Background: an optimization exercise with open tools, aiming at small area, a short achievable clock period and few clock cycles. Do not read the settings as production practice. RTL that was checked went through simulation tests only; none was proved equivalent to the original. For runs 1 to 3, only the layout was checked, not whether the RTL still works. No activity file was given, so power comes from the tool's default toggle rates.

`design.v`:
```
module jbang_seq (
    input  wire        clk,
    input  wire        rst,           
    input  wire [2:0]  bus_addr,      
    input  wire        bus_we,
    input  wire [31:0] bus_wdata,
    output reg  [31:0] bus_rdata,
    output reg         jtag_trst_n,
    output reg         jtag_tck,
    output reg         jtag_tms,
    output reg         jtag_tdi,
    input  wire        jtag_tdo
);
    localparam [3:0] F_TAP_IDCODE = 4'h1, F_CONNECT = 4'h2, F_ROUTER = 4'h3,
                     F_DAP_IDCODE = 4'h4, F_ACK = 4'h5, F_CSW = 4'h6,
                     F_NOT_SHIFTING = 4'h7, F_AFTER_LAST = 4'h8,
                     F_BAD_IR = 4'h9, F_ILLEGAL = 4'hA, F_NBITS = 4'hB;
    localparam [1:0] TS_RESET = 2'b00, TS_IDLE = 2'b01, TS_SHIFTING = 2'b10;
    localparam [3:0] S_START = 4'd0, S_A = 4'd1, S_B = 4'd2, S_C = 4'd3, S_C1 = 4'd4,
                     S_C2 = 4'd5, S_C3 = 4'd6, S_D = 4'd7, S_E = 4'd8, S_AL = 4'd9,
                     S_PT = 4'd10, S_END = 4'd15;
    localparam [1:0] K_GEN = 2'd0, K_TX = 2'd1, K_RST = 2'd2, K_SHF = 2'd3;
    localparam [2:0] C_NONE = 3'd0, C_TAPID = 3'd1, C_CONNECT = 3'd2, C_R60 = 3'd3,
                     C_R2C = 3'd4, C_DAPID = 3'd5, C_CSW = 3'd6;
    localparam [1:0] I_ABORT = 2'd0, I_DPACC = 2'd1, I_APACC = 2'd2, I_CMD = 2'd3;
    reg [31:0] arg0, arg1, result;
    reg        busy, fault, overrun, pin_init_done;
    reg [3:0]  fcode;
    reg [1:0]  tap_state;
    reg        shift_phase, ir_valid;
    reg [3:0]  ir_cache;
    reg [31:0] X, Y;
    reg [2:0]  O;                     
    reg [5:0]  upc;
    reg [3:0]  ph;
    reg [5:0]  cnt;
    reg        txp;                   
    reg        eh, bw, nz;            
    wire [5:0] c_nbits = Y[10:5];
    wire [3:0] c_ir    = Y[14:11];
    wire [2:0] c_op3   = Y[17:15];
    wire       c_last  = Y[18];
    reg [1:0] o_kind;
    reg       o_enB, o_wir, o_enC, o_nsel, o_lastsel, o_enD, o_enE, o_ea0, o_etms, o_enAL;
    reg [5:0] o_n;
    reg [3:0] o_cid;                  
    reg       o_dx;                   
    reg [3:0] o_ek;
    reg [2:0] o_chk;
    reg       o_last, o_res;
    reg [1:0] o_irsel;
    reg [2:0] o_op3;
    reg       o_op3cmd, o_y, o_iro;
    always @* begin
        o_kind = K_GEN; o_enB = 1'b0; o_wir = 1'b0; o_enC = 1'b0; o_nsel = 1'b0;
        o_lastsel = 1'b0; o_enD = 1'b0; o_enE = 1'b0; o_ea0 = 1'b0; o_etms = 1'b0;
        o_enAL = 1'b0; o_n = 6'd32; o_cid = 4'd0; o_dx = 1'b0; o_ek = 4'd10; o_chk = C_NONE;
        o_last = 1'b0; o_res = 1'b0; o_irsel = I_DPACC; o_op3 = 3'b000; o_op3cmd = 1'b0;
        o_y = 1'b0; o_iro = 1'b0; o_op3cmd = 1'b0;
        case (upc)
            6'd0:  begin o_kind = K_RST; o_enE = 1'b1; o_ek = 4'd5; o_etms = 1'b1; o_last = 1'b1; end
            6'd1:  begin o_last = 1'b1; end
            6'd2:  begin o_enE = 1'b1; o_ea0 = 1'b1; o_last = 1'b1; end
            6'd3:  begin o_enB = 1'b1; o_wir = 1'b1; o_last = 1'b1; end
            6'd4:  begin o_enB = 1'b1; o_last = 1'b1; end
            6'd5:  begin o_kind = K_SHF; o_enC = 1'b1; o_nsel = 1'b1; o_dx = 1'b1; o_lastsel = 1'b1;
                         o_enAL = 1'b1; o_last = 1'b1; o_res = 1'b1; end
            6'd6:  begin o_enB = 1'b1; o_wir = 1'b1; o_enC = 1'b1; o_nsel = 1'b1; o_dx = 1'b1;
                         o_enD = 1'b1; o_enAL = 1'b1; o_last = 1'b1; o_res = 1'b1; end
            6'd7:  begin o_enB = 1'b1; o_enC = 1'b1; o_nsel = 1'b1; o_dx = 1'b1;
                         o_enD = 1'b1; o_enAL = 1'b1; o_last = 1'b1; o_res = 1'b1; end
            6'd8:  begin o_kind = K_TX; o_iro = 1'b1; o_irsel = I_CMD; o_last = 1'b1; end
            6'd9:  begin o_kind = K_TX; o_irsel = I_CMD; o_op3 = c_op3; o_dx = 1'b1; o_last = 1'b1; o_res = 1'b1; end
            6'd10: begin o_kind = K_TX; o_irsel = I_ABORT; o_op3 = 3'b000; o_cid = 4'd12; o_last = 1'b1; o_res = 1'b1; end
            6'd11: begin o_kind = K_TX; o_irsel = I_DPACC; o_op3 = 3'b010; o_dx = 1'b1; o_last = 1'b1; o_res = 1'b1; end
            6'd12: begin o_kind = K_TX; o_irsel = I_DPACC; o_op3 = 3'b011; o_last = 1'b1; o_res = 1'b1; end
            6'd13: begin o_kind = K_TX; o_irsel = I_DPACC; o_op3 = 3'b100; o_dx = 1'b1; o_last = 1'b1; o_res = 1'b1; end
            6'd14: begin o_kind = K_TX; o_irsel = I_DPACC; o_op3 = 3'b111; o_last = 1'b1; o_res = 1'b1; end
            6'd15: begin o_kind = K_TX; o_irsel = I_APACC; o_op3 = 3'b000; o_dx = 1'b1; o_last = 1'b1; o_res = 1'b1; end
            6'd16: begin o_kind = K_TX; o_irsel = I_APACC; o_op3 = 3'b001; o_last = 1'b1; o_res = 1'b1; end
            6'd17: begin o_kind = K_TX; o_irsel = I_APACC; o_op3 = 3'b010; o_dx = 1'b1; o_last = 1'b1; o_res = 1'b1; end
            6'd18: begin o_kind = K_TX; o_irsel = I_APACC; o_op3 = 3'b011; o_last = 1'b1; o_res = 1'b1; end
            6'd19: begin o_kind = K_TX; o_irsel = I_APACC; o_op3 = 3'b110; o_dx = 1'b1; o_last = 1'b1; o_res = 1'b1; end
            6'd20: begin o_kind = K_TX; o_irsel = I_APACC; o_op3 = 3'b111; o_last = 1'b1; o_res = 1'b1; end
            6'd21: begin o_kind = K_TX; o_irsel = I_DPACC; o_op3 = 3'b111; end
            6'd22: begin o_kind = K_TX; o_irsel = I_DPACC; o_op3 = 3'b011; o_y = 1'b1; end
            6'd23: begin o_kind = K_TX; o_irsel = I_DPACC; o_op3 = 3'b111; o_y = 1'b1; o_chk = C_CSW;
                         o_last = 1'b1; o_res = 1'b1; end
            6'd24: begin o_enB = 1'b1; o_enC = 1'b1; o_enD = 1'b1; o_chk = C_TAPID; end
            6'd25: begin o_enB = 1'b1; o_wir = 1'b1; o_enC = 1'b1; o_n = 6'd6; o_cid = 4'd1; o_enD = 1'b1; end
            6'd26: begin o_enB = 1'b1; o_enC = 1'b1; o_n = 6'd8; o_cid = 4'd2; o_enD = 1'b1; end
            6'd27: begin o_enB = 1'b1; o_enC = 1'b1; o_n = 6'd8; o_enD = 1'b1; o_enAL = 1'b1; o_chk = C_CONNECT; end
            6'd28: begin o_enB = 1'b1; o_wir = 1'b1; o_enC = 1'b1; o_n = 6'd6; o_cid = 4'd3; o_enD = 1'b1; end
            6'd29: begin o_enB = 1'b1; o_enC = 1'b1; o_cid = 4'd4; o_enD = 1'b1; end
            6'd30: begin o_enB = 1'b1; o_enC = 1'b1; o_cid = 4'd5; o_enD = 1'b1; o_chk = C_R60; end
            6'd31: begin o_enE = 1'b1; end
            6'd32: begin o_enB = 1'b1; o_enC = 1'b1; o_cid = 4'd6; o_enD = 1'b1; end
            6'd33: begin o_enB = 1'b1; o_enC = 1'b1; o_cid = 4'd7; o_enD = 1'b1; o_chk = C_R2C; end
            6'd34: begin o_enE = 1'b1; end
            6'd35: begin o_enB = 1'b1; o_wir = 1'b1; o_enC = 1'b1; o_n = 6'd6; o_cid = 4'd8; o_enD = 1'b1;
                         o_enE = 1'b1; o_last = 1'b1; end
            6'd36: begin o_enB = 1'b1; o_wir = 1'b1; o_enC = 1'b1; o_n = 6'd10; o_cid = 4'd9; o_enD = 1'b1; end
            6'd37: begin o_enB = 1'b1; o_enC = 1'b1; o_enD = 1'b1; o_chk = C_DAPID; end
            6'd38: begin o_kind = K_TX; o_irsel = I_DPACC; o_op3 = 3'b010; o_cid = 4'd10; end
            6'd39: begin o_kind = K_TX; o_irsel = I_DPACC; o_op3 = 3'b111; end
            6'd40: begin o_kind = K_TX; o_irsel = I_DPACC; o_op3 = 3'b011; o_y = 1'b1; end
            6'd41: begin o_kind = K_TX; o_irsel = I_DPACC; o_op3 = 3'b111; o_y = 1'b1; o_chk = C_CSW; end
            6'd42: begin o_kind = K_TX; o_irsel = I_DPACC; o_op3 = 3'b100; end
            6'd43: begin o_kind = K_TX; o_irsel = I_APACC; o_op3 = 3'b000; o_cid = 4'd11; o_last = 1'b1; end
            6'd44: begin o_kind = K_TX; o_irsel = I_APACC; o_op3 = 3'b010; o_dx = 1'b1; end
            6'd45: begin o_kind = K_TX; o_irsel = I_APACC; o_op3 = 3'b111; end
            6'd46: begin o_kind = K_TX; o_irsel = I_DPACC; o_op3 = 3'b111; end
            6'd47: begin o_kind = K_TX; o_irsel = I_DPACC; o_op3 = 3'b011; o_y = 1'b1; end
            6'd48: begin o_kind = K_TX; o_irsel = I_DPACC; o_op3 = 3'b111; o_y = 1'b1; o_chk = C_CSW;
                         o_last = 1'b1; o_res = 1'b1; end
            6'd49: begin o_kind = K_TX; o_irsel = I_APACC; o_op3 = 3'b010; o_dx = 1'b1; end
            6'd50: begin o_kind = K_TX; o_irsel = I_APACC; o_op3 = 3'b110; o_dx = 1'b1; o_y = 1'b1; end
            6'd51: begin o_kind = K_TX; o_irsel = I_DPACC; o_op3 = 3'b111; end
            6'd52: begin o_kind = K_TX; o_irsel = I_DPACC; o_op3 = 3'b011; o_y = 1'b1; end
            6'd53: begin o_kind = K_TX; o_irsel = I_DPACC; o_op3 = 3'b111; o_y = 1'b1; o_chk = C_CSW;
                         o_last = 1'b1; end
            default: begin o_last = 1'b1; end
        endcase
    end
    wire is_tx  = (o_kind == K_TX);
    wire [5:0] n_gen = o_nsel ? c_nbits : o_n;
    wire last_gen = o_lastsel ? c_last : 1'b1;
    reg [3:0] cur_ir;
    always @* begin
        case (o_irsel)
            I_ABORT: cur_ir = 4'b1000;
            I_APACC: cur_ir = 4'b1011;
            I_CMD:   cur_ir = c_ir;
            default: cur_ir = 4'b1010;
        endcase
    end
    wire [2:0] cur_op3 = o_op3;
    wire ir_hit = ir_valid && (ir_cache == cur_ir);
    wire tap_idle = (tap_state == TS_IDLE);
    wire xlo_nz   = (X[3:0] != 4'd0);
    wire xhi_nz   = (X[31:4] != 28'd0);
    wire vA  = (o_kind == K_GEN) && !tap_idle;
    wire vB  = o_enB;
    wire vC  = o_enC && (n_gen != 6'd0);
    wire vD  = o_enD;
    wire vE  = o_enE && !(o_ea0 && !xlo_nz && !xhi_nz);
    wire vAL = o_enAL && (n_gen != 6'd32 || !o_enD);
    wire walk_ir = is_tx ? !txp : o_wir;
    wire [5:0] cnt_inc = cnt + 6'd1;
    wire [1:0] plen_commit = (tap_state == TS_RESET) ? 2'd1 : (shift_phase ? 2'd2 : 2'd3);
    reg [5:0] plen;      
    always @* begin
        case (ph)
            S_A, S_D: plen = {4'd0, plen_commit};
            S_B:      plen = walk_ir ? 6'd4 : 6'd3;
            S_C:      plen = is_tx ? 6'd10 : n_gen;
            S_C1:     plen = 6'd3;
            S_C2:     plen = 6'd32;
            S_E:      plen = is_tx ? 6'd1 : {2'b00, o_ek};
            default:  plen = 6'd1;
        endcase
    end
    wire e_a0   = (ph == S_E) && o_ea0;
    wire pend   = e_a0 ? (cnt_inc[3:0] == (eh ? 4'd0 : X[3:0])) : (cnt_inc == plen);
    wire rot_hi = (cnt[3:0] >= 4'd2);           
    wire rot_out = rot_hi ? (X[0] ^ bw) : X[0];
    wire e_more = eh ? (nz | rot_out) : xhi_nz;
    reg [3:0] first_ph;
    always @* begin
        if (is_tx)
            first_ph = !tap_idle ? S_A : S_B;
        else if (vA)  first_ph = S_A;
        else if (vB)  first_ph = S_B;
        else if (vC)  first_ph = S_C;
        else if (vD)  first_ph = S_D;
        else if (vE)  first_ph = S_E;
        else if (vAL) first_ph = S_AL;
        else          first_ph = S_END;
    end
    reg [3:0] next_ph;
    always @* begin
        next_ph = S_END;
        if (is_tx) begin
            case (ph)
                S_A:  next_ph = S_B;
                S_B:  next_ph = txp ? S_C1 : S_C;
                S_C:  next_ph = S_D;
                S_C1: next_ph = S_C2;
                S_C2: next_ph = S_C3;
                S_C3: next_ph = S_D;
                S_D:  next_ph = txp ? S_E : (o_iro ? S_END : S_B);
                default: next_ph = S_END;
            endcase
        end else begin
            case (ph)
                S_A: next_ph = vB ? S_B : vC ? S_C : vD ? S_D : vE ? S_E : vAL ? S_AL : S_END;
                S_B: next_ph = vC ? S_C : vD ? S_D : vE ? S_E : vAL ? S_AL : S_END;
                S_C: next_ph = vD ? S_D : vE ? S_E : vAL ? S_AL : S_END;
                S_D: next_ph = vE ? S_E : vAL ? S_AL : S_END;
                S_E: next_ph = vAL ? S_AL : S_END;
                default: next_ph = S_END;
            endcase
        end
    end
    reg pulse_tms;
    always @* begin
        case (ph)
            S_A, S_D: pulse_tms = !pend;
            S_B:      pulse_tms = (cnt == 6'd0) || (walk_ir && cnt == 6'd1);
            S_C:      pulse_tms = (is_tx || last_gen) && pend;
            S_C3:     pulse_tms = 1'b1;
            S_E:      pulse_tms = !is_tx && o_etms;
            default:  pulse_tms = 1'b0;
        endcase
    end
    reg kbit;
    always @* begin
        case (o_cid)
            4'd1:  kbit = 32'h00000007 >> cnt[4:0];
            4'd2:  kbit = 32'h00000089 >> cnt[4:0];
            4'd3:  kbit = 32'h00000002 >> cnt[4:0];
            4'd4:  kbit = 32'hE0002000 >> cnt[4:0];
            4'd5:  kbit = 32'h60000000 >> cnt[4:0];
            4'd6:  kbit = 32'hAC002100 >> cnt[4:0];
            4'd7:  kbit = 32'h2C000000 >> cnt[4:0];
            4'd8:  kbit = 32'h0000003F >> cnt[4:0];
            4'd9:  kbit = 32'h000003FE >> cnt[4:0];
            4'd10: kbit = 32'h50000032 >> cnt[4:0];
            4'd11: kbit = 32'h00000012 >> cnt[4:0];
            4'd12: kbit = 32'h00000001 >> cnt[4:0];
            default: kbit = 1'b0;
        endcase
    end
    wire dreg = o_y ? Y[0] : X[0];
    reg pulse_tdi;
    always @* begin
        case (ph)
            S_C:  pulse_tdi = is_tx ? ((cnt < 6'd4) ? cur_ir[cnt[1:0]] : 1'b1)
                                    : (o_dx ? X[0] : kbit);
            S_C1: pulse_tdi = O[0];
            S_C2: pulse_tdi = o_dx ? dreg : kbit;
            default: pulse_tdi = 1'b0;
        endcase
    end
    reg       chk_fail;
    reg [3:0] chk_code;
    always @* begin
        chk_fail = 1'b0; chk_code = F_CSW;
        case (o_chk)
            C_TAPID:   begin chk_fail = (X[27:0] != 28'hB94402F); chk_code = F_TAP_IDCODE; end
            C_CONNECT: begin chk_fail = (X[3:0] != 4'b1001); chk_code = F_CONNECT; end
            C_R60:     begin chk_fail = (X[31:24] != 8'h60); chk_code = F_ROUTER; end
            C_R2C:     begin chk_fail = (X[31:24] != 8'h2C); chk_code = F_ROUTER; end
            C_DAPID:   begin chk_fail = (X != 32'h3BA00477); chk_code = F_DAP_IDCODE; end
            C_CSW:     begin chk_fail = (Y != 32'hF0000000); chk_code = F_CSW; end
            default: ;
        endcase
    end
    wire [4:0] w_opc = bus_wdata[4:0];
    wire w_illegal = (bus_wdata[31:19] != 13'd0) || (w_opc == 5'h00) || (w_opc > 5'h1A);
    wire w_nbits   = (w_opc == 5'h06 || w_opc == 5'h07 || w_opc == 5'h08) && (bus_wdata[10:5] > 6'd32);
    wire w_badir   = (w_opc == 5'h09 || w_opc == 5'h0A) &&
                     !(bus_wdata[14:11] == 4'b1000 || bus_wdata[14:11] == 4'b1010 ||
                       bus_wdata[14:11] == 4'b1011);
    wire w_apwrite = !w_illegal && (w_opc == 5'h1A);
    reg [5:0] w_entry;
    always @* begin
        case (w_opc)
            5'h16:   w_entry = 6'd21;
            5'h17:   w_entry = 6'd24;
            5'h18:   w_entry = 6'd36;
            5'h19:   w_entry = 6'd44;
            5'h1A:   w_entry = 6'd49;
            default: w_entry = {1'b0, w_opc} - 6'd1;
        endcase
    end
    wire fv_y  = fault && (fcode == F_ILLEGAL || fcode == F_CSW);
    wire fv_x  = fault && (fcode == F_TAP_IDCODE || fcode == F_CONNECT ||
                           fcode == F_ROUTER || fcode == F_DAP_IDCODE);
    wire [31:0] fv = ({32{fv_x}} & X) | ({32{fv_y}} & Y) |
                     ({32{fault && fcode == F_NBITS}} & {26'd0, c_nbits}) |
                     ({32{fault && fcode == F_BAD_IR}} & {28'd0, c_ir}) |
                     ({32{fault && fcode == F_ACK}} & {29'd0, O}) |
                     ({32{fault && fcode == F_NOT_SHIFTING}} & {30'd0, tap_state});
    wire [31:0] rdata;
    jbang_seq_rdmux u_rdmux (
        .addr(bus_addr), .arg0(arg0), .arg1(arg1), .result(result), .fv(fv),
        .st_lo({ir_cache, ir_valid, shift_phase, tap_state, pin_init_done, overrun, fault, busy}),
        .st_fc(fcode), .rdata(rdata));
    always @* bus_rdata = rdata;
    reg [31:0] n_arg0, n_arg1, n_result, n_X, n_Y;
    reg        n_busy, n_fault, n_overrun, n_pid, n_sp, n_irv, n_txp, n_eh, n_bw, n_nz;
    reg [3:0]  n_fcode, n_irc, n_ph;
    reg [1:0]  n_tap;
    reg [2:0]  n_O;
    reg [5:0]  n_upc, n_cnt;
    reg        n_trst, n_tck, n_tms, n_tdi;
    reg [3:0]  np;        
    reg        op_end;    
    reg        go;        
    reg        enter;     
    reg        rot;       
    always @* begin
        n_arg0 = arg0; n_arg1 = arg1; n_result = result; n_X = X; n_Y = Y; n_O = O;
        n_busy = busy; n_fault = fault; n_fcode = fcode; n_overrun = overrun; n_pid = pin_init_done;
        n_tap = tap_state; n_sp = shift_phase; n_irv = ir_valid; n_irc = ir_cache;
        n_upc = upc; n_ph = ph; n_cnt = cnt; n_txp = txp;
        n_eh = eh; n_bw = bw; n_nz = nz;
        n_trst = jtag_trst_n; n_tck = jtag_tck; n_tms = jtag_tms; n_tdi = jtag_tdi;
        op_end = 1'b0; go = 1'b0; enter = 1'b0; np = S_END;
        rot = e_a0 && eh;
        if (busy) begin
            if (rot) begin
                n_X = {rot_out, X[31:1]};
                if (rot_hi) begin
                    n_bw = bw & ~X[0];
                    n_nz = nz | rot_out;
                end
            end
            if (jtag_tck) begin
                n_tck = 1'b0;
                case (ph)
                    S_C:  if (!is_tx) n_X = {jtag_tdo, X[31:1]};
                    S_C1: n_O = {jtag_tdo, O[2:1]};
                    S_C2: if (o_y) n_Y = {jtag_tdo, Y[31:1]};
                          else     n_X = {jtag_tdo, X[31:1]};
                    default: ;
                endcase
                if (pend) begin
                    if (e_a0 && e_more) begin
                        n_eh = 1'b1; n_cnt = 6'd0; n_bw = 1'b1; n_nz = 1'b0;
                    end else begin
                        case (ph)
                            S_A, S_D: begin n_tap = TS_IDLE; n_sp = 1'b0; end
                            S_B: begin
                                n_tap = TS_SHIFTING; n_sp = 1'b0;
                                if (walk_ir) n_irv = 1'b0;
                            end
                            S_C:  if (is_tx || last_gen) n_sp = 1'b1;
                            S_C3: n_sp = 1'b1;
                            default: ;
                        endcase
                        if (is_tx && ph == S_D && !txp) begin
                            n_irc = cur_ir; n_irv = 1'b1; n_txp = 1'b1;
                        end
                        np = next_ph;
                        if (np == S_END) op_end = 1'b1;
                        else enter = 1'b1;
                    end
                end else begin
                    n_cnt = cnt + 6'd1;
                end
            end else begin
                case (ph)
                    S_START: begin
                        if (fault) begin
                            n_busy = 1'b0;
                        end else begin
                            n_pid = 1'b1;
                            n_O = cur_op3;
                            n_txp = ir_hit;
                            if (o_kind == K_SHF && tap_state != TS_SHIFTING) begin
                                n_fault = 1'b1; n_busy = 1'b0; n_fcode = F_NOT_SHIFTING;
                            end else if (o_kind == K_SHF && shift_phase) begin
                                n_fault = 1'b1; n_busy = 1'b0; n_fcode = F_AFTER_LAST;
                            end else if (is_tx && o_iro && ir_hit) begin
                                op_end = 1'b1;
                            end else if (o_kind == K_RST) begin
                                n_trst = 1'b0;
                                n_ph = S_PT;
                            end else begin
                                np = first_ph;
                                if (np == S_END) op_end = 1'b1;
                                else if (np == S_AL || np == S_E) enter = 1'b1;
                                else go = 1'b1;
                            end
                        end
                    end
                    S_PT: begin
                        n_trst = 1'b1;
                        np = S_E; enter = 1'b1;
                    end
                    S_AL: begin
                        if (cnt == 6'd32) op_end = 1'b1;
                        else begin
                            n_X = {1'b0, X[31:1]};
                            n_cnt = cnt + 6'd1;
                        end
                    end
                    default: begin
                        if (ph == S_C2 && cnt == 6'd0 && O != 3'b010) begin
                            n_fault = 1'b1; n_busy = 1'b0; n_fcode = F_ACK;
                        end else begin
                            n_tck = 1'b1;
                            n_tms = pulse_tms;
                            n_tdi = pulse_tdi;
                        end
                    end
                endcase
            end
            if (go) begin
                n_tck = 1'b1;
                n_tms = (np == S_C) ? (last_gen && n_gen == 6'd1)
                                    : (np == S_B || tap_state != TS_RESET);
                n_tdi = (np == S_C) && X[0];
                n_ph = np; n_cnt = 6'd0;
            end
            if (enter) begin
                n_ph = np;
                n_cnt = (np == S_AL) ? n_gen : 6'd0;
                n_eh = !xlo_nz; n_bw = 1'b1; n_nz = 1'b0;
            end
            if (op_end) begin
                if (chk_fail) begin
                    n_fault = 1'b1; n_busy = 1'b0; n_fcode = chk_code;
                end else if (o_last) begin
                    n_busy = 1'b0;
                    if (o_res) n_result = X;
                    if (o_kind == K_RST) begin
                        n_tap = TS_RESET; n_sp = 1'b0; n_irv = 1'b0;
                    end
                end else begin
                    n_upc = upc + 6'd1;
                    n_ph = S_START; n_cnt = 6'd0;
                end
            end
        end
        if (bus_we) begin
            case (bus_addr)
                3'd0: begin
                    if (busy) n_overrun = 1'b1;
                    else if (!fault) begin
                        n_busy = 1'b1;
                        n_upc = w_entry; n_ph = S_START; n_cnt = 6'd0;
                        n_fault = w_illegal || w_nbits || w_badir;
                        n_fcode = w_illegal ? F_ILLEGAL : w_nbits ? F_NBITS : w_badir ? F_BAD_IR : 4'd0;
                        n_X = arg0;
                        n_Y = w_apwrite ? arg1 : bus_wdata;
                    end
                end
                3'd1: n_arg0 = bus_wdata;
                3'd2: n_arg1 = bus_wdata;
                default: ;
            endcase
        end
    end
    always @(posedge clk) begin
        if (rst) begin
            arg0 <= 32'd0; arg1 <= 32'd0; result <= 32'd0;
            busy <= 1'b0; fault <= 1'b0; overrun <= 1'b0; pin_init_done <= 1'b0; fcode <= 4'd0;
            tap_state <= TS_RESET; shift_phase <= 1'b0; ir_valid <= 1'b0; ir_cache <= 4'd0;
            jtag_trst_n <= 1'b1; jtag_tck <= 1'b0; jtag_tms <= 1'b1; jtag_tdi <= 1'b0;
        end else begin
            arg0 <= n_arg0; arg1 <= n_arg1; result <= n_result;
            busy <= n_busy; fault <= n_fault; overrun <= n_overrun; pin_init_done <= n_pid;
            fcode <= n_fcode; tap_state <= n_tap; shift_phase <= n_sp; ir_valid <= n_irv;
            ir_cache <= n_irc;
            jtag_trst_n <= n_trst; jtag_tck <= n_tck; jtag_tms <= n_tms; jtag_tdi <= n_tdi;
        end
    end
    always @(posedge clk) begin
        X <= n_X; Y <= n_Y; O <= n_O; upc <= n_upc; ph <= n_ph; cnt <= n_cnt;
        txp <= n_txp; eh <= n_eh; bw <= n_bw; nz <= n_nz;
    end
endmodule
module jbang_seq_rdmux (
    input  wire [2:0]  addr,
    input  wire [31:0] arg0,
    input  wire [31:0] arg1,
    input  wire [31:0] result,
    input  wire [31:0] fv,
    input  wire [11:0] st_lo,
    input  wire [3:0]  st_fc,
    output wire [31:0] rdata
);
    wire [31:0] status = {12'd0, st_fc, 4'd0, st_lo};
    assign rdata = ({32{addr == 3'd1}} & arg0) | ({32{addr == 3'd2}} & arg1) |
                   ({32{addr == 3'd3}} & result) | ({32{addr == 3'd4}} & status) |
                   ({32{addr == 3'd5}} & fv);
endmodule
```
`run.sh`:
```
#!/bin/bash
# synth_recipe.tcl (not shown) runs the flow's synth.tcl, then flattens the netlist and writes it again
# the make line also repeats each setting of config.mk as NAME=value (left out here)
make -C /OpenROAD-flow-scripts/flow DESIGN_CONFIG=/design/flow/config.mk WORK_HOME=/design/flow/orfs CLKGATE_MAP_FILE= SYNTH_SCRIPT=/design/flow/synth_recipe.tcl finish
```
`constraint.sdc`:
```
create_clock -name core_clock -period 8.0 [get_ports {clk}]
set_input_delay 1.6000 -clock core_clock [delete_from_list [all_inputs] [get_ports {clk}]]
set_output_delay 1.6000 -clock core_clock [all_outputs]
set_load 0.01 [all_outputs]
```
`config.mk`:
```
export PLATFORM = sky130hd
export DESIGN_NAME = jbang_seq
export DESIGN_NICKNAME = jbang_seq
export VERILOG_FILES = /design/flow/design.v
export SDC_FILE = /design/flow/constraint.sdc
export NUM_CORES = 4
export LEC_CHECK = 0
export CAP_MARGIN = 20
export CORE_MARGIN = 2
export CORE_UTILIZATION = 40
export PLACE_DENSITY = 0.6
export SETUP_SLACK_MARGIN = 3.5
export SLEW_MARGIN = 20
export SYNTH_HIERARCHICAL = 1
export SYNTH_MEMORY_MAX_BITS = 16384
```
==> results.py, run 1 <==
metrics = {
    "run_status": {
        "outcome": "finished clean",
    },
    "power_and_ir_drop": {
        "power_density_mw_per_mm2": 260,
        "peakVddDrop_mv": 0.150,
        "p_leak_nw": 6.63,
    },
    "setup_path": {
        "critical_path_peak_fanout": 11,
        "cp_cell_sequence": "buf_16, buf_12, buf_6, nor2b_4, buf_4, a22oi_1, o221ai_1, dlygate4sd2_1",
        "critical_path_arrival_ns": 2.89,
        "timing.critical_path.buf_inv": 5,
        "cp_slowest_stage_delay_ns": 0.30,
        "critical_path.top_delay_family": "buffers and inverters",
        "path_class": "input pin to output pin",
        "endpoint_of_the_worst_slack_reg_to_reg_timing_path": "result[26]$_SDFFE_PP0P_",
        "startpoint_type": "input pin",
        "worstPathRequired_ns": 6.40,
        "crit-reg2reg-launch": "upc[3]$_DFF_P_",
        "critical_path.endpoint_type": "output pin",
        "slowest_stage": "sky130_fd_sc_hd__dlygate4sd2_1",
        "rr_worst_depth": 15,
        "regToRegSetupSlack_ns": 3.61,
    },
    "yosys": {
        "post_synth_main_area_contributors": "sky130_fd_sc_hd__dfxtp_1 (28%), sky130_fd_sc_hd__nand2_1 (7.3%), sky130_fd_sc_hd__mux2i_1 (7.0%)",
        "yosys_warnings": 7,
        "post_synthesis_instance_area_mm2": 0.0140,
        "mean_cell_area_of_the_mapped_netlist_um2": 7.60,
        "synth-edff-count": 7,
        "async_flop_share_pct": 0,
        "synth_ff_type": "sky130_fd_sc_hd__dfxtp_1",
        "net_count_synth": 1889,
        "post-synth-top-area-cell": "sky130_fd_sc_hd__dfxtp_1",
        "synth_cell_type_count": 104,
        "yosys_register_bits": 203,
        "netlist.area_leader.share_pct": 28.1,
        "synth_cells": 1836,
        "synth_seq_area_share_pct": 29.6,
    },
    "detailed_routing": {
        "count_of_nets_left_with_antenna_violations_after_detail_routing": 0,
        "detail_route.drc_violations": 0,
        "drt-vias-per-instance": 6.63,
        "drt_iter0_drc": 1861,
        "post_dr_wirelength_cell_um": 26.1,
        "drt_wl_total_um": 61800,
        "detail_route.first_pass.iterations": 8,
        "routed-via-count": 15700,
    },
    "final_layout": {
        "n_fill_cell": 3389,
        "layoutNonFillerInstCount": 2364,
        "sequential_cell_area_mm2": 0.00417,
        "combined_area_of_the_multi_input_logic_cells_mm2": 0.00946,
        "fin_nets": 1943,
        "area_added_between_synthesis_and_finish_pct": 22.8,
        "final_core_util_pct": 49.7,
        "post_route_cells_drive_above_1_share_pct": 14.6,
        "num_antenna_cells": 0,
    },
    "die": {
        "floorplan.die_area_mm2": 0.0364,
        "pin_count": 75,
        "die_w_um": 191,
        "die_h_um": 191,
        "initial_utilization_pct": 40.5,
        "row_count": 68,
        "core_area_mm2": 0.0345,
    },
    "placement": {
        "gpl_wtd_cong": 0.994,
        "port_buffers": 74,
        "place_inst": 2244,
        "dp_hpwl_um": 41800,
        "preCtsSetupSlack_ns": 2.09,
    },
    "clock_tree": {
        "cts_made_buffers": 25,
        "worst_skew_pair.late_latency_ns": 0.56,
        "cts.clk_slew.worst_paths_ns": 0.06,
        "cts_root_buf": "sky130_fd_sc_hd__clkbuf_16",
        "cts_tree": "built",
        "holdBufCountCts": 0,
        "numClockSinks": 203,
        "htree_num_levels": 1,
        "cts.path.max_buffers": 3,
    },
    "sta": {
        "finalSetupViolations": 0,
        "setup_total_negative_slack_ns": 0,
        "worstMarginPinSlew_ns": 1.10,
        "achievable_frequency_mhz": 223,
        "unrepaired_setup_endpoints_after_global_routing": "yes",
        "layout_worst_path_cycle_share_pct": 56.1,
        "max-slew-margin-rel_pct": 26.2,
        "finalHoldViolations": 0,
        "min_period_ns": 4.49,
        "setup_ws_ns": 3.51,
        "worst_clock_skew_ns": 0.0217,
        "finalMaxSlewViolations": 0,
    },
    "grt": {
        "grt_first_pass_wirelength_um": 90800,
        "groute.usage.overall_pct": 32.5,
        "grt_start_max_net_pins": 76,
        "grt_total_ovfl": 0,
        "antenna_violations_before_repair": 0,
        "first_global_vias": 14400,
    },
    "worst_hold_path": {
        "min_path_type": "flop to flop",
        "min_to": "arg1[10]$_SDFFE_PP0P_",
        "hold_path_startpoint": "arg1[10]$_SDFFE_PP0P_",
        "hold_path_cell_cnt": 2,
    },
    "job": {
        "drv.max_cap_violation_count": 0,
    },
}
## cells by family (layout without fill, tap and decap cells)
group / after synthesis / count (layout) / share of synthesized area (%)
adders and majority gates: 14 / 14 / 1.26
xor gates and xnor gates: 19 / 19 / 1.19
muxes: 111 / 111 / 8.21
AOI/OAI and AO/OA: 580 / 580 / 29.0
buffers and inverters: 222 / 294 / 6.53
and+or+nand+nor: 687 / 688 / 24.1
DFF: 203 / 203 / 29.6
## repair_timing
item / in CTS / in global routing
pin swaps: 17 / 14
resized for setup: 144 / 65
cloned: 5 / 2
setup endpoints to repair: 101 / 82
setup buffers: 40 / 27
## modules after synthesis, one instance, submodules excluded
| module | cells inside | flip-flops and latches |
|---|---|---|
| jbang_seq | 1684 | 203 |
| jbang_seq_rdmux | 152 | 0 |
## power by group
| group | internal, mW | switching, mW |
|---|---|---|
| registers | 1.11 | 0.207 |
| clock network | 0.713 | 0.495 |
| logic | 0.754 | 1.18 |
| total | 2.58 | 1.89 |
## tightest hold or removal path: cells and delay by family, from the launching register on
| kind | cells | cell delay (ns) |
|---|---|---|
| AO/OA/AOI/OAI | 1 | 0.05 |
| flip-flops | 1 | 0.32 |
| AND/OR/NAND/NOR | 1 | 0.05 |
## layout by cell type (no fill, tap or decap), types with 15 or more instances in the layout
| cell type | n |
|---|---|
| sky130_fd_sc_hd__clkdlybuf4s50_1 | 38 |
| sky130_fd_sc_hd__o22ai_1 | 21 |
| sky130_fd_sc_hd__o21ai_0 | 62 |
| sky130_fd_sc_hd__inv_1 | 65 |
| sky130_fd_sc_hd__clkbuf_16 | 27 |
| sky130_fd_sc_hd__nor4_1 | 24 |
| sky130_fd_sc_hd__nor2_1 | 119 |
| sky130_fd_sc_hd__a222oi_1 | 34 |
| sky130_fd_sc_hd__a22oi_1 | 36 |
| sky130_fd_sc_hd__nand2_1 | 271 |
| sky130_fd_sc_hd__a21oi_1 | 154 |
| sky130_fd_sc_hd__nand4_1 | 15 |
| sky130_fd_sc_hd__a211oi_1 | 34 |
| sky130_fd_sc_hd__a31oi_1 | 33 |
| sky130_fd_sc_hd__dfxtp_1 | 183 |
| sky130_fd_sc_hd__a22o_1 | 30 |
| sky130_fd_sc_hd__nand3_1 | 45 |
| sky130_fd_sc_hd__dlygate4sd2_1 | 25 |
| sky130_fd_sc_hd__buf_4 | 80 |
| sky130_fd_sc_hd__nor2b_1 | 28 |
| sky130_fd_sc_hd__nor3_1 | 43 |
| sky130_fd_sc_hd__mux2i_1 | 95 |
## synthesized netlist by cell type, drive strengths merged (34+ instances only)
cell	number
nand2	272
dfxtp	196
a21oi	159
nor2	122
clkbuf	112
mux2i	98
o21ai	73
inv	69
nor3	51
nand3	45
buf	40
a22oi	39
a211oi	36
a31oi	35
a222oi	34
nor2b	34
## metrics by stage
stage / hold slack, ns / total power, mW / cell area, um^2
after global routing: 0.495 / 4.62 / 17100
after CTS: 0.472 / 4.30 / 16600
final: 0.470 / 4.46 / 17100
after global placement: 0.454 / 2.88 / 14900
after detailed placement: 0.458 / 2.88 / 14900
after floorplan: 0.437 / 2.34 / 14000
## registers in the layout, summed over array words and instances, names as in the netlist, 6 cells and up
register	flops
Y	32
result	32
upc	6
arg1	32
X	32
arg0	32
cnt	6
## area by class of cell
| type | count | area share [%] |
|---|---|---|
| repair buffers | 178 | 10.6 |
| multi-input cells | 1412 | 55.2 |
| well taps | 455 | 3.32 |
| clock inverters | 14 | 0.993 |
| clock buffers | 32 | 4.04 |
| flip-flops and latches | 203 | 24.3 |
| inverters | 70 | 1.55 |
## worst max-delay path by stage
stage / start / endpoint / cells after the start
final: bus_addr[0] / bus_rdata[11] / 8
after global routing: fault$_SDFF_PP0_ / bus_rdata[1] / 10
after CTS: fcode[2]$_SDFF_PP0_ / bus_rdata[3] / 9
after detailed placement: bus_addr[1] / bus_rdata[14] / 6
after global placement: bus_addr[1] / bus_rdata[14] / 6
after floorplan: upc[0]$_DFF_P_ / jtag_tms$_SDFFE_PP1P_ / 14
## routing by layer
metal | wire (um) | share of wire, % | vias to the layer above | track usage (%)
met5 | 0 | 0 | - | 0
li1 | - | - | 6995 | -
met4 | 4040 | 6.5 | 0 | 17.7
met1 | 24400 | 39 | 7464 | 42.3
met2 | 27900 | 45 | 972 | 52.3
met3 | 5490 | 8.9 | 246 | 3.83
==> run 2, diff against run 1 <==
--- a/config.mk
+++ b/config.mk
@@ -9,7 +9,7 @@
 export CORE_MARGIN = 2
 export CORE_UTILIZATION = 40
 export PLACE_DENSITY = 0.6
-export SETUP_SLACK_MARGIN = 3.5
+export SETUP_SLACK_MARGIN = 4.5
 export SLEW_MARGIN = 20
 export SYNTH_HIERARCHICAL = 1
 export SYNTH_MEMORY_MAX_BITS = 16384
==> results.py, run 2 <==
metrics = {
    "detailed_routing": {
        "detail_route.drc_violations": 0,
        "post_dr_wirelength_cell_um": 27.3,
        "wl_met1_um": 24700,
        "routed-via-count": 16400,
        "met2_length_um": 30300,
        "met3_length_um": 6480,
        "drt_iter0_drc": 2348,
        "count_of_nets_left_with_antenna_violations_after_detail_routing": 0,
        "drt-vias-per-instance": 6.71,
        "drt_wl_total_um": 66800,
        "detail_route.first_pass.iterations": 13,
        "top_layer_used": "met4",
    },
    "yosys": {
        "post-synth-top-area-cell": "sky130_fd_sc_hd__dfxtp_1",
        "synth_cell_type_count": 104,
        "yosys_register_bits": 203,
        "synth_ff_type": "sky130_fd_sc_hd__dfxtp_1",
        "netlist.area_leader.share_pct": 28.1,
        "yosys_warnings": 7,
        "synth_seq_area_share_pct": 29.6,
        "synth_cells": 1836,
        "net_count_synth": 1889,
        "mean_cell_area_of_the_mapped_netlist_um2": 7.60,
        "yosysMostFrequentCell": "sky130_fd_sc_hd__nand2_1",
        "synth-edff-count": 7,
        "post_synth_main_area_contributors": "sky130_fd_sc_hd__dfxtp_1 (28%), sky130_fd_sc_hd__nand2_1 (7.3%), sky130_fd_sc_hd__mux2i_1 (7.0%)",
        "async_flop_share_pct": 0,
        "post_synthesis_instance_area_mm2": 0.0140,
        "synth_common_cells": "sky130_fd_sc_hd__nand2_1 (272), sky130_fd_sc_hd__dfxtp_1 (196), sky130_fd_sc_hd__a21oi_1 (159)",
    },
    "clock_tree": {
        "htree_num_levels": 1,
        "cts_root_buf": "sky130_fd_sc_hd__clkbuf_16",
        "worst_skew_pair.late_latency_ns": 0.56,
        "cts_tree": "built",
        "cts.clk_slew.worst_paths_ns": 0.07,
        "cts_made_buffers": 24,
        "cts.path.max_buffers": 3,
        "holdBufCountCts": 0,
        "numClockSinks": 203,
    },
    "grt": {
        "grt_total_ovfl": 0,
        "grt_first_pass_wirelength_um": 97400,
        "grt_start_max_net_pins": 74,
        "first_global_vias": 15500,
        "groute.usage.overall_pct": 35.1,
        "antenna_violations_before_repair": 0,
    },
    "placement": {
        "port_buffers": 74,
        "gpl_wtd_cong": 0.990,
        "dp_hpwl_um": 41900,
        "post_dp_cell_area_mm2": 0.0153,
        "preCtsSetupSlack_ns": 2.10,
    },
    "sta": {
        "worst_clock_skew_ns": 0.0309,
        "setup_ws_ns": 3.65,
        "worstMarginPinSlew_ns": 1.15,
        "finalHoldWorstSlack_ns": 0.466,
        "finalHoldViolations": 0,
        "min_period_ns": 4.35,
        "finalMaxSlewViolations": 0,
        "finalSetupViolations": 0,
        "max-slew-margin-rel_pct": 23.4,
        "layout_worst_path_cycle_share_pct": 54.3,
        "achievable_frequency_mhz": 230,
        "setup_total_negative_slack_ns": 0,
        "unrepaired_setup_endpoints_after_global_routing": "yes",
    },
    "setup_path": {
        "critical_path_arrival_ns": 4.77,
        "path_class": "flop to flop",
        "critical_path.endpoint_type": "flop",
        "crit-reg2reg-launch": "upc[1]$_DFF_P_",
        "worstPathRequired_ns": 8.42,
        "startpoint_type": "flop",
        "cp-startpoint": "upc[1]$_DFF_P_",
        "critical_path_peak_fanout": 7,
    },
    "run_status": {
        "outcome": "finished clean",
    },
    "final_layout": {
        "final_core_util_pct": 55.7,
        "post_route_cells_drive_above_1_share_pct": 26.6,
        "final_cell_area_mm2": 0.0192,
        "final_common_cell": "sky130_fd_sc_hd__nand2_1",
        "fin_nets": 2032,
        "layout_common_cells": "sky130_fd_sc_hd__nand2_1 (268), sky130_fd_sc_hd__dfxtp_1 (183), sky130_fd_sc_hd__a21oi_1 (144)",
        "num_antenna_cells": 0,
        "area_added_between_synthesis_and_finish_pct": 37.5,
    },
    "worst_hold_path": {
        "min_path_type": "flop to flop",
        "hold_path_startpoint": "jtag_trst_n$_SDFFE_PP1P_",
    },
    "die": {
        "row_count": 68,
        "core_area_mm2": 0.0345,
        "floorplan.die_area_mm2": 0.0364,
        "initial_utilization_pct": 40.5,
        "die_w_um": 191,
        "pin_count": 75,
        "die_h_um": 191,
    },
    "power_and_ir_drop": {
        "power_density_mw_per_mm2": 255,
        "peakVddDrop_mv": 0.193,
        "p_leak_nw": 7.28,
    },
    "job": {
        "drv.max_cap_violation_count": 0,
    },
}
[run 2: cell counts after synthesis]
Identical to the previous run, type by type.
[run 2: cell families after synthesis]
logic type | Yosys count | share of synthesized area, %
adder cells (fa/ha/maj) | 14 | 1.26
buffers and inverters | 222 | 6.53
XOR/XNOR | 19 | 1.19
multiplexers | 111 | 8.21
AO/OA/AOI/OAI | 580 | 29.0
flip-flops | 203 | 29.6
AND/OR/NAND/NOR | 687 | 24.1
[run 2: repair_timing]
action	in CTS	in global routing
buffers inserted	105	42
cloned	15	4
pin swaps	62	60
setup endpoints to repair	216	164
resized for setup	367	101
[run 2: metal layers]
metal / up-vias / track usage (%)
met5: - / 0
met2: 1088 / 57.5
met4: 0 / 22.5
met1: 7876 / 42.3
met3: 321 / 6.13
li1: 7161 / -
[run 2: cell type report]
class | count | area [um^2]
clock buffer | 34 | 658
clock inverter | 9 | 93.8
fill | 3135 | 15300
inverter | 70 | 275
multi-input combinational | 1415 | 10500
sequential | 203 | 4180
tap | 455 | 569
timing repair buffer | 265 | 2900
[run 2: where the power goes]
part	internal, mW	switching (mW)	total, mW
clock	0.608	0.470	1.08
combinational	1.09	1.42	2.51
sequential	1.11	0.197	1.31
total	2.80	2.09	4.89
[run 2: worst max-delay path, stage by stage, from the launching register on]
cell                       delay (ns)
sky130_fd_sc_hd__dfxtp_4         0.40
sky130_fd_sc_hd__inv_4           0.06
sky130_fd_sc_hd__ha_4            0.18
sky130_fd_sc_hd__or2_1           0.22
sky130_fd_sc_hd__and3_4          0.21
sky130_fd_sc_hd__or4_4           0.57
sky130_fd_sc_hd__o311a_1         0.37
sky130_fd_sc_hd__a211oi_4        0.26
sky130_fd_sc_hd__xnor2_1         0.17
sky130_fd_sc_hd__a41oi_2         0.21
sky130_fd_sc_hd__or3_4           0.48
sky130_fd_sc_hd__o41ai_4         0.37
sky130_fd_sc_hd__and4bb_2        0.30
sky130_fd_sc_hd__buf_4           0.15
sky130_fd_sc_hd__a22oi_2         0.16
sky130_fd_sc_hd__o21ai_1         0.09
[run 2: worst paths after layout]
path | endpoint | slack, ns | cells after the start
worst max-delay path | cnt[5]$_DFF_P_ | 3.65 | 15
worst min-delay path | jtag_trst_n$_SDFFE_PP1P_ | 0.47 | 2
worst max register to register | cnt[5]$_DFF_P_ | 3.65 | 15
worst min register to register | jtag_trst_n$_SDFFE_PP1P_ | 0.47 | 2
[run 2: metrics by stage]
stage	std cells	power (mW)
after CTS	2405	4.61
after floorplan	1836	2.48
after global placement	2242	2.97
after global routing	2451	5.06
after detailed placement	2242	2.97
final	2451	4.89
[run 2: Yosys stat by module (local to each module, per instance)]
module | cells | area (um^2) | flip-flops and latches
jbang_seq_rdmux | 152 | 1120 | 0
jbang_seq | 1684 | 12800 | 203
==> run 3, diff against run 2 <==
--- a/config.mk
+++ b/config.mk
@@ -7,9 +7,11 @@
 export LEC_CHECK = 0
 export CAP_MARGIN = 20
 export CORE_MARGIN = 2
-export CORE_UTILIZATION = 40
-export PLACE_DENSITY = 0.6
-export SETUP_SLACK_MARGIN = 4.5
+export CORE_UTILIZATION = 55
+export CTS_BUF_LIST = sky130_fd_sc_hd__clkbuf_4 sky130_fd_sc_hd__clkbuf_8
+export CTS_CLUSTER_SIZE = 30
+export PLACE_DENSITY = 0.7
+export SETUP_SLACK_MARGIN = 4.0
 export SLEW_MARGIN = 20
 export SYNTH_HIERARCHICAL = 1
 export SYNTH_MEMORY_MAX_BITS = 16384
==> results.py, run 3 <==
metrics = {
    "run_status": {
        "outcome": "finished clean",
    },
    "yosys": {
        "yosys.area_share.simple_pct": 24.1,
        "muxShareOfSynthArea_pct": 8.21,
        "async_flop_share_pct": 0,
        "synth-edff-count": 7,
        "synth_ff_type": "sky130_fd_sc_hd__dfxtp_1",
        "yosys.area_share.adder_pct": 1.26,
        "yosys_warnings": 7,
        "yosysMostFrequentCell": "sky130_fd_sc_hd__nand2_1",
        "synth_seq_area_share_pct": 29.6,
        "synth_cells": 1836,
        "post-synth-top-area-cell": "sky130_fd_sc_hd__dfxtp_1",
        "yosys_register_bits": 203,
        "synth_cell_type_count": 104,
        "net_count_synth": 1889,
        "netlist.area_leader.share_pct": 28.1,
        "mean_cell_area_of_the_mapped_netlist_um2": 7.60,
        "post_synth_main_area_contributors": "sky130_fd_sc_hd__dfxtp_1 (28%), sky130_fd_sc_hd__nand2_1 (7.3%), sky130_fd_sc_hd__mux2i_1 (7.0%)",
        "combinational_family_with_the_most_area_after_synthesis": "compound AO/OA/AOI/OAI gates",
        "post_synthesis_instance_area_mm2": 0.0140,
        "synth_common_cells": "sky130_fd_sc_hd__nand2_1 (272), sky130_fd_sc_hd__dfxtp_1 (196), sky130_fd_sc_hd__a21oi_1 (159)",
        "synth-xor-area-share_pct": 1.19,
        "compound_cell_area_share_of_the_yosys_netlist_pct": 29.0,
    },
    "final_layout": {
        "layoutNonFillerInstCount": 2332,
        "num_antenna_cells": 0,
        "sequential_cell_area_mm2": 0.00416,
        "fin_nets": 2032,
        "final_cell_area_mm2": 0.0184,
        "combined_area_of_the_multi_input_logic_cells_mm2": 0.0103,
        "area_added_between_synthesis_and_finish_pct": 32.2,
        "final_core_util_pct": 73.7,
        "n_fill_cell": 1912,
        "post_route_cells_drive_above_1_share_pct": 25.7,
        "final_common_cell": "sky130_fd_sc_hd__nand2_1",
        "layout_common_cells": "sky130_fd_sc_hd__nand2_1 (271), sky130_fd_sc_hd__dfxtp_1 (184), sky130_fd_sc_hd__a21oi_1 (141)",
    },
    "placement": {
        "gpl_wtd_cong": 1.02,
        "port_buffers": 74,
        "post_dp_cell_area_mm2": 0.0148,
        "dp_hpwl_um": 39100,
        "place_inst": 2124,
    },
    "grt": {
        "grt_start_max_net_pins": 75,
        "antenna_violations_before_repair": 1,
        "grt_first_pass_wirelength_um": 95800,
        "groute.usage.overall_pct": 46.9,
        "grt_total_ovfl": 0,
        "first_global_vias": 16000,
    },
    "sta": {
        "min_period_ns": 4.41,
        "setup_total_negative_slack_ns": 0,
        "finalSetupViolations": 0,
        "unrepaired_setup_endpoints_after_global_routing": "yes",
        "worstMarginPinSlew_ns": 0.995,
        "worst_clock_skew_ns": 0.0279,
        "finalHoldViolations": 0,
        "max-slew-margin-rel_pct": 33.7,
        "achievable_frequency_mhz": 227,
        "layout_worst_path_cycle_share_pct": 55.1,
        "finalMaxSlewViolations": 0,
    },
    "die": {
        "die_h_um": 163,
        "pin_count": 75,
        "core_area_mm2": 0.0250,
        "floorplan.die_area_mm2": 0.0267,
        "initial_utilization_pct": 55.7,
        "die_w_um": 163,
        "row_count": 58,
    },
    "clock_tree": {
        "htree_num_levels": 2,
        "worst_skew_pair.late_latency_ns": 0.57,
        "cts_made_buffers": 35,
        "numClockSinks": 203,
        "holdBufCountCts": 0,
        "cts.path.max_buffers": 3,
        "cts_root_buf": "sky130_fd_sc_hd__clkbuf_8",
        "cts.clk_slew.worst_paths_ns": 0.07,
        "cts_tree": "built",
    },
    "power_and_ir_drop": {
        "power_density_mw_per_mm2": 260,
        "switching_power_mw": 2.08,
        "p_leak_nw": 7.12,
        "seq_power_share_pct": 27.0,
        "total_power_mw": 4.79,
        "peakVddDrop_mv": 0.170,
        "p_comb_share_pct": 51.9,
        "power.internal_mw": 2.71,
        "clock_power_share_pct": 21.1,
        "power_switching_share_pct": 43.5,
    },
    "setup_path": {
        "worstPathRequired_ns": 6.40,
        "cp_cell_sequence": "buf_16, buf_12, nor2b_4, buf_6, buf_4, a22oi_2, o221ai_2, buf_2",
        "path_class": "input pin to output pin",
        "critical_path.endpoint_type": "output pin",
        "cp_slowest_stage_delay_ns": 0.29,
        "critical_path_arrival_ns": 2.81,
        "critical_path_peak_fanout": 5,
        "slowest_stage": "sky130_fd_sc_hd__nor2b_4",
        "startpoint_type": "input pin",
    },
    "worst_hold_path": {
        "min_path_type": "flop to flop",
    },
    "job": {
        "drv.max_cap_violation_count": 0,
    },
    "detailed_routing": {
        "count_of_nets_left_with_antenna_violations_after_detail_routing": 0,
        "routed-via-count": 17200,
        "drt-vias-per-instance": 7.36,
        "drt_wl_total_um": 65400,
        "post_dr_wirelength_cell_um": 28.0,
        "detail_route.drc_violations": 0,
        "detail_route.first_pass.iterations": 10,
        "drt_iter0_drc": 2909,
    },
}
run 3: power groups by stage:
stage	clock network (mW)	logic, mW	registers (mW)
final	1.01	2.48	1.29
after global routing	1.04	2.59	1.30
after detailed placement	0	1.57	1.28
after floorplan	0	1.16	1.19
after global placement	0	1.57	1.28
after CTS	0.992	2.19	1.27
run 3: through the flow:
stage / hold slack (ns) / setup slack [ns]
5_1_grt: 0.497 / 3.58
6_report: 0.475 / 3.59
2_1_floorplan: 0.437 / 3.98
3_5_place_dp: 0.467 / 2.07
4_1_cts: 0.476 / 3.67
3_3_place_gp: 0.457 / 2.14
run 3: layout make-up:
class	count	share of cell area, %
clock buffers	54	3.55
clock inverters	6	0.312
inverters	70	1.46
multi-input cells	1416	55.9
flip-flops and latches	203	22.6
well taps	330	2.24
repair buffers	253	13.9
run 3: what timing repair did:
action / CTS / global route
endpoints found under the setup margin: 164 / 127
resized for setup: 410 / 101
gates cloned: 15 / 1
pin swaps: 79 / 54
buffers inserted: 111 / 21
run 3: modules after synthesis, one instance, submodules excluded:
| module | flip-flops and latches | copies in the design | cell area [um^2] | cells |
|---|---|---|---|---|
| jbang_seq_rdmux | 0 | 1 | 1120 | 152 |
| jbang_seq | 203 | 1 | 12800 | 1684 |
run 3: final timing paths:
kind	startpoint	end	cells past startpoint	slack (ns)
setup / recovery	bus_addr[2]	bus_rdata[4]	8	3.59
hold / removal	arg1[26]$_SDFFE_PP0P_	arg1[26]$_SDFFE_PP0P_	2	0.47
setup reg to reg	upc[1]$_DFF_P_	result[17]$_SDFFE_PP0P_	18	3.64
hold reg to reg	arg1[26]$_SDFFE_PP0P_	arg1[26]$_SDFFE_PP0P_	2	0.47
run 3: worst max-delay path: cells and delay by family:
kind,cells,cell delay (ns)
AOI/OAI and AO/OA,2,0.23
buffers and inverters,5,0.68
and+or+nand+nor,1,0.29
run 3: metal layers:
layer / up-vias / part of all wire (%) / GRT usage, %
met5: - / 0 / 0
met3: 491 / 13 / 10.8
li1: 7150 / - / -
met4: 0 / 9.4 / 36.0
met1: 8060 / 34 / 55.6
met2: 1458 / 44 / 73.6
run 3: cell families after synthesis:
family	Yosys count
xor gates and xnor gates	19
adders and majority gates	14
buffers and inverters	222
DFF	203
AOI/OAI and AO/OA	580
and+or+nand+nor	687
muxes	111
==> run 4, diff against run 3 <==
--- a/design.v
+++ b/design.v
@@ -243,6 +243,7 @@
         endcase
     end
     reg       chk_fail;
+    reg       chk_r;       
     reg [3:0] chk_code;
     always @* begin
         chk_fail = 1'b0; chk_code = F_CSW;
@@ -381,9 +382,9 @@
                         np = S_E; enter = 1'b1;
                     end
                     S_AL: begin
-                        if (cnt == 6'd32) op_end = 1'b1;
+                        if (cnt == 6'd33) op_end = 1'b1;
                         else begin
-                            n_X = {1'b0, X[31:1]};
+                            if (!cnt[5]) n_X = {1'b0, X[31:1]};
                             n_cnt = cnt + 6'd1;
                         end
                     end
@@ -411,7 +412,7 @@
                 n_eh = !xlo_nz; n_bw = 1'b1; n_nz = 1'b0;
             end
             if (op_end) begin
-                if (chk_fail) begin
+                if (chk_r) begin
                     n_fault = 1'b1; n_busy = 1'b0; n_fcode = chk_code;
                 end else if (o_last) begin
                     n_busy = 1'b0;
@@ -460,7 +461,7 @@
     end
     always @(posedge clk) begin
         X <= n_X; Y <= n_Y; O <= n_O; upc <= n_upc; ph <= n_ph; cnt <= n_cnt;
-        txp <= n_txp; eh <= n_eh; bw <= n_bw; nz <= n_nz;
+        txp <= n_txp; chk_r <= chk_fail; eh <= n_eh; bw <= n_bw; nz <= n_nz;
     end
 endmodule
 module jbang_seq_rdmux (
==> config.mk (replaced) <==
export PLATFORM = sky130hd
export DESIGN_NAME = jbang_seq
export DESIGN_NICKNAME = jbang_seq
export VERILOG_FILES = /design/flow/design.v
export SDC_FILE = /design/flow/constraint.sdc
export NUM_CORES = 4
export LEC_CHECK = 0
export CAP_MARGIN = 20
export CORE_MARGIN = 2
export CORE_UTILIZATION = 40
export PLACE_DENSITY = 0.6
export SETUP_SLACK_MARGIN = 3.0
export SLEW_MARGIN = 20
export SYNTH_HIERARCHICAL = 1
export SYNTH_MEMORY_MAX_BITS = 16384
==> results.py, run 4 <==
metrics = {
    "yosys": {
        "post_synth_main_area_contributors": "sky130_fd_sc_hd__dfxtp_1 (28%), sky130_fd_sc_hd__nand2_1 (7.1%), sky130_fd_sc_hd__mux2i_1 (6.6%)",
        "netlist.area_leader.share_pct": 27.9,
        "async_flop_share_pct": 0,
        "synth_common_cells": "sky130_fd_sc_hd__nand2_1 (268), sky130_fd_sc_hd__dfxtp_1 (197), sky130_fd_sc_hd__a21oi_1 (148)",
        "synth_ff_type": "sky130_fd_sc_hd__dfxtp_1",
        "post-synth-top-area-cell": "sky130_fd_sc_hd__dfxtp_1",
        "synth_cell_type_count": 101,
        "yosys_register_bits": 204,
        "net_count_synth": 1908,
        "synth_seq_area_share_pct": 29.3,
        "yosysMostFrequentCell": "sky130_fd_sc_hd__nand2_1",
        "post_synthesis_instance_area_mm2": 0.0142,
        "synth_cells": 1855,
        "yosys_warnings": 7,
        "synth-edff-count": 7,
        "mean_cell_area_of_the_mapped_netlist_um2": 7.63,
    },
    "placement": {
        "preCtsSetupSlack_ns": 1.86,
        "post_dp_cell_area_mm2": 0.0149,
        "gpl_wtd_cong": 1.01,
        "dp_hpwl_um": 41000,
        "port_buffers": 74,
    },
    "clock_tree": {
        "holdBufCountCts": 0,
        "cts.path.max_buffers": 3,
        "cts_root_buf": "sky130_fd_sc_hd__clkbuf_16",
        "cts_tree": "built",
        "worst_skew_pair.late_latency_ns": 0.57,
        "cts_made_buffers": 24,
        "numClockSinks": 204,
        "cts.clk_slew.worst_paths_ns": 0.06,
        "htree_num_levels": 1,
    },
    "power_and_ir_drop": {
        "power.internal_mw": 2.45,
        "power_switching_share_pct": 44.0,
        "total_power_mw": 4.38,
        "seq_power_share_pct": 31.0,
        "p_leak_nw": 5.69,
        "clock_power_share_pct": 26.8,
        "p_comb_share_pct": 42.2,
        "switching_power_mw": 1.93,
        "peakVddDrop_mv": 0.343,
        "power_density_mw_per_mm2": 271,
    },
    "setup_path": {
        "path_class": "input pin to output pin",
        "crit-reg2reg-launch": "upc[5]$_DFF_P_",
        "endpoint_of_the_worst_slack_reg_to_reg_timing_path": "result[20]$_SDFFE_PP0P_",
        "critical_path_peak_fanout": 28,
        "rr_worst_depth": 15,
        "startpoint_type": "input pin",
        "critical_path_arrival_ns": 3.37,
        "worstPathRequired_ns": 6.40,
        "critical_path.endpoint_type": "output pin",
        "regToRegSetupSlack_ns": 3.06,
    },
    "grt": {
        "grt_total_ovfl": 0,
        "grt_start_max_net_pins": 73,
        "first_global_vias": 14000,
        "antenna_violations_before_repair": 1,
        "groute.usage.overall_pct": 31.3,
        "grt_first_pass_wirelength_um": 88800,
    },
    "sta": {
        "setup_total_negative_slack_ns": 0,
        "achievable_frequency_mhz": 201,
        "finalMaxSlewViolations": 0,
        "finalSetupViolations": 0,
        "min_period_ns": 4.97,
        "unrepaired_setup_endpoints_after_global_routing": "yes",
        "finalHoldViolations": 0,
        "max-slew-margin-rel_pct": 35.4,
        "setup_ws_ns": 3.03,
        "worst_clock_skew_ns": 0.0197,
        "layout_worst_path_cycle_share_pct": 62.1,
        "worstMarginPinSlew_ns": 0.961,
    },
    "die": {
        "floorplan.die_area_mm2": 0.0369,
        "die_h_um": 192,
        "initial_utilization_pct": 40.8,
        "die_w_um": 192,
        "row_count": 68,
        "pin_count": 75,
        "core_area_mm2": 0.0347,
    },
    "final_layout": {
        "sequential_cell_area_mm2": 0.00417,
        "combined_area_of_the_multi_input_logic_cells_mm2": 0.00923,
        "fin_nets": 1887,
        "final_core_util_pct": 46.6,
        "final_common_cell": "sky130_fd_sc_hd__nand2_1",
        "layout_common_cells": "sky130_fd_sc_hd__nand2_1 (267), sky130_fd_sc_hd__dfxtp_1 (189), sky130_fd_sc_hd__a21oi_1 (146)",
        "area_added_between_synthesis_and_finish_pct": 14.2,
        "post_route_cells_drive_above_1_share_pct": 9.62,
        "num_antenna_cells": 0,
        "final_cell_area_mm2": 0.0162,
        "n_fill_cell": 3491,
    },
    "run_status": {
        "outcome": "finished clean",
    },
    "job": {
        "drv.max_cap_violation_count": 0,
    },
    "detailed_routing": {
        "drt_wl_total_um": 59500,
        "post_dr_wirelength_cell_um": 25.8,
        "drt_iter0_drc": 1990,
        "detail_route.first_pass.iterations": 7,
        "drt-vias-per-instance": 6.62,
        "routed-via-count": 15300,
        "count_of_nets_left_with_antenna_violations_after_detail_routing": 0,
        "detail_route.drc_violations": 0,
    },
    "worst_hold_path": {
        "hold_path_cell_cnt": 2,
        "min_to": "arg1[15]$_SDFFE_PP0P_",
        "min_path_type": "flop to flop",
        "hold_path_startpoint": "arg1[15]$_SDFFE_PP0P_",
    },
}
## run 4: changes by cell type in the layout (fill, tap and decap cells not counted), moves of 18 or more
cell	previous run	this run
sky130_fd_sc_hd__a22oi_1	11	37
sky130_fd_sc_hd__a22oi_2	28	1
sky130_fd_sc_hd__buf_2	32	1
sky130_fd_sc_hd__buf_4	110	31
sky130_fd_sc_hd__buf_6	36	1
sky130_fd_sc_hd__clkbuf_16	0	25
sky130_fd_sc_hd__clkbuf_8	41	6
sky130_fd_sc_hd__clkdlybuf4s50_1	36	70
sky130_fd_sc_hd__nand3_1	41	59
sky130_fd_sc_hd__o21ai_0	47	66
## run 4: worst max path at each step
stage,startpoint,to,slack (ns),cells after the start
floorplan,bus_addr[0],bus_rdata[14],3.97,6
global placement,bus_addr[1],bus_rdata[1],1.88,5
detailed placement,bus_addr[1],bus_rdata[1],1.86,5
CTS,fcode[2]$_SDFF_PP0_,bus_rdata[1],2.98,9
global route,upc[5]$_DFF_P_,result[4]$_SDFFE_PP0P_,2.98,15
finish,bus_addr[2],bus_rdata[0],3.03,6
## run 4: area by class of cell
type,instances,share of cell area [%]
well taps,455,3.52
clock inverters,12,0.921
repair buffers,111,6.80
multi-input cells,1425,57.1
clock buffers,31,4.25
flip-flops and latches,204,25.8
inverters,68,1.59
## run 4: Yosys stat by module, one instance, submodules excluded
module / copies in the design / cell area [um^2] / cells inside / flops+latches
jbang_seq: 1 / 13000 / 1703 / 204
jbang_seq_rdmux: 1 / 1120 / 152 / 0
## run 4: repair_timing
action	4_1_cts	5_1_grt
setup endpoints to repair	93	63
pin swaps	0	2
resized for setup	54	28
endpoints found under the hold margin	0	0
setup buffers	5	5
gates cloned	0	3
## run 4: worst max-delay path, stage by stage
cell and delay, ns:
sky130_fd_sc_hd__buf_8 0.17, sky130_fd_sc_hd__buf_6 0.20, sky130_fd_sc_hd__nor2b_4 0.36, sky130_fd_sc_hd__a22oi_1 0.15, sky130_fd_sc_hd__o221ai_1 0.28, sky130_fd_sc_hd__clkdlybuf4s50_1 0.60
## run 4: cells by family after synthesis
kind of cell / synth area share [%]
AOI/OAI and AO/OA: 28.4
xor gates and xnor gates: 1.42
adders and majority gates: 1.24
buffers and inverters: 7.33
DFF: 29.3
muxes: 7.20
and+or+nand+nor: 25.0
## run 4: power groups by stage
stage	clock network, mW	registers, mW	logic (mW)
4_1_cts	1.19	1.34	1.73
2_1_floorplan	0	1.21	1.32
3_5_place_dp	0	1.36	1.69
3_3_place_gp	0	1.36	1.69
5_1_grt	1.22	1.37	1.97
6_report	1.17	1.36	1.85
## run 4: stage by stage
stage	cells	hold WS, ns
final	2306	0.474
after global routing	2306	0.486
after CTS	2298	0.473
after detailed placement	2250	0.465
after global placement	2250	0.458
after floorplan	1855	0.437
## run 4: metal layers
| layer | wire length (um) | GRT usage [%] | vias to the layer above | share of wire (%) |
|---|---|---|---|---|
| li1 | - | - | 6863 | - |
| met1 | 25000 | 41.9 | 7402 | 42 |
| met2 | 26300 | 48.4 | 825 | 44 |
| met3 | 4850 | 4.79 | 163 | 8.2 |
| met4 | 3360 | 16.6 | 2 | 5.7 |
| met5 | 17 | 0 | - | 0.029 |
Testbench counts of run 4, summed over its fixed seeds: cycles 293,374.

==> re-timing with driven ports <==
The flow's constraints put no driver on any port. The routed layouts listed below were extracted and timed again, unchanged, in two steps.
Step 1: set_driving_cell puts a clkbuf_16 on clk and a buf_2 on each other input, an assumption about the parent block.
Step 2 moves the port delays by t, midway between the first and last clock arrival at a register: inputs arrive t later, outputs are due t later. That takes back most of the time a late clock gives input paths.
a / b / c = ideal ports / drivers / drivers and shift; a / b = the first two.
| run | shift t [ns] | setup WS [ns] | hold WS [ns] |
|---|---|---|---|
| run 1 | 0.611 | 3.512 / 3.377 / 3.062 | 0.470 / 0.470 / 0.470 |
| run 2 | 0.597 | 3.654 / 3.604 / 3.457 | 0.466 / 0.466 / 0.466 |
| run 3 | 0.600 | 3.593 / 3.510 / 3.447 | 0.475 / 0.475 / 0.475 |
| run 4 | 0.616 | 3.028 / 2.989 / 2.862 | 0.474 / 0.474 / 0.474 |
After both steps setup and hold are still met in every run listed. The setup slack of run 1, which loses most, moves by -0.135 ns with the drivers and by -0.450 ns with both steps.
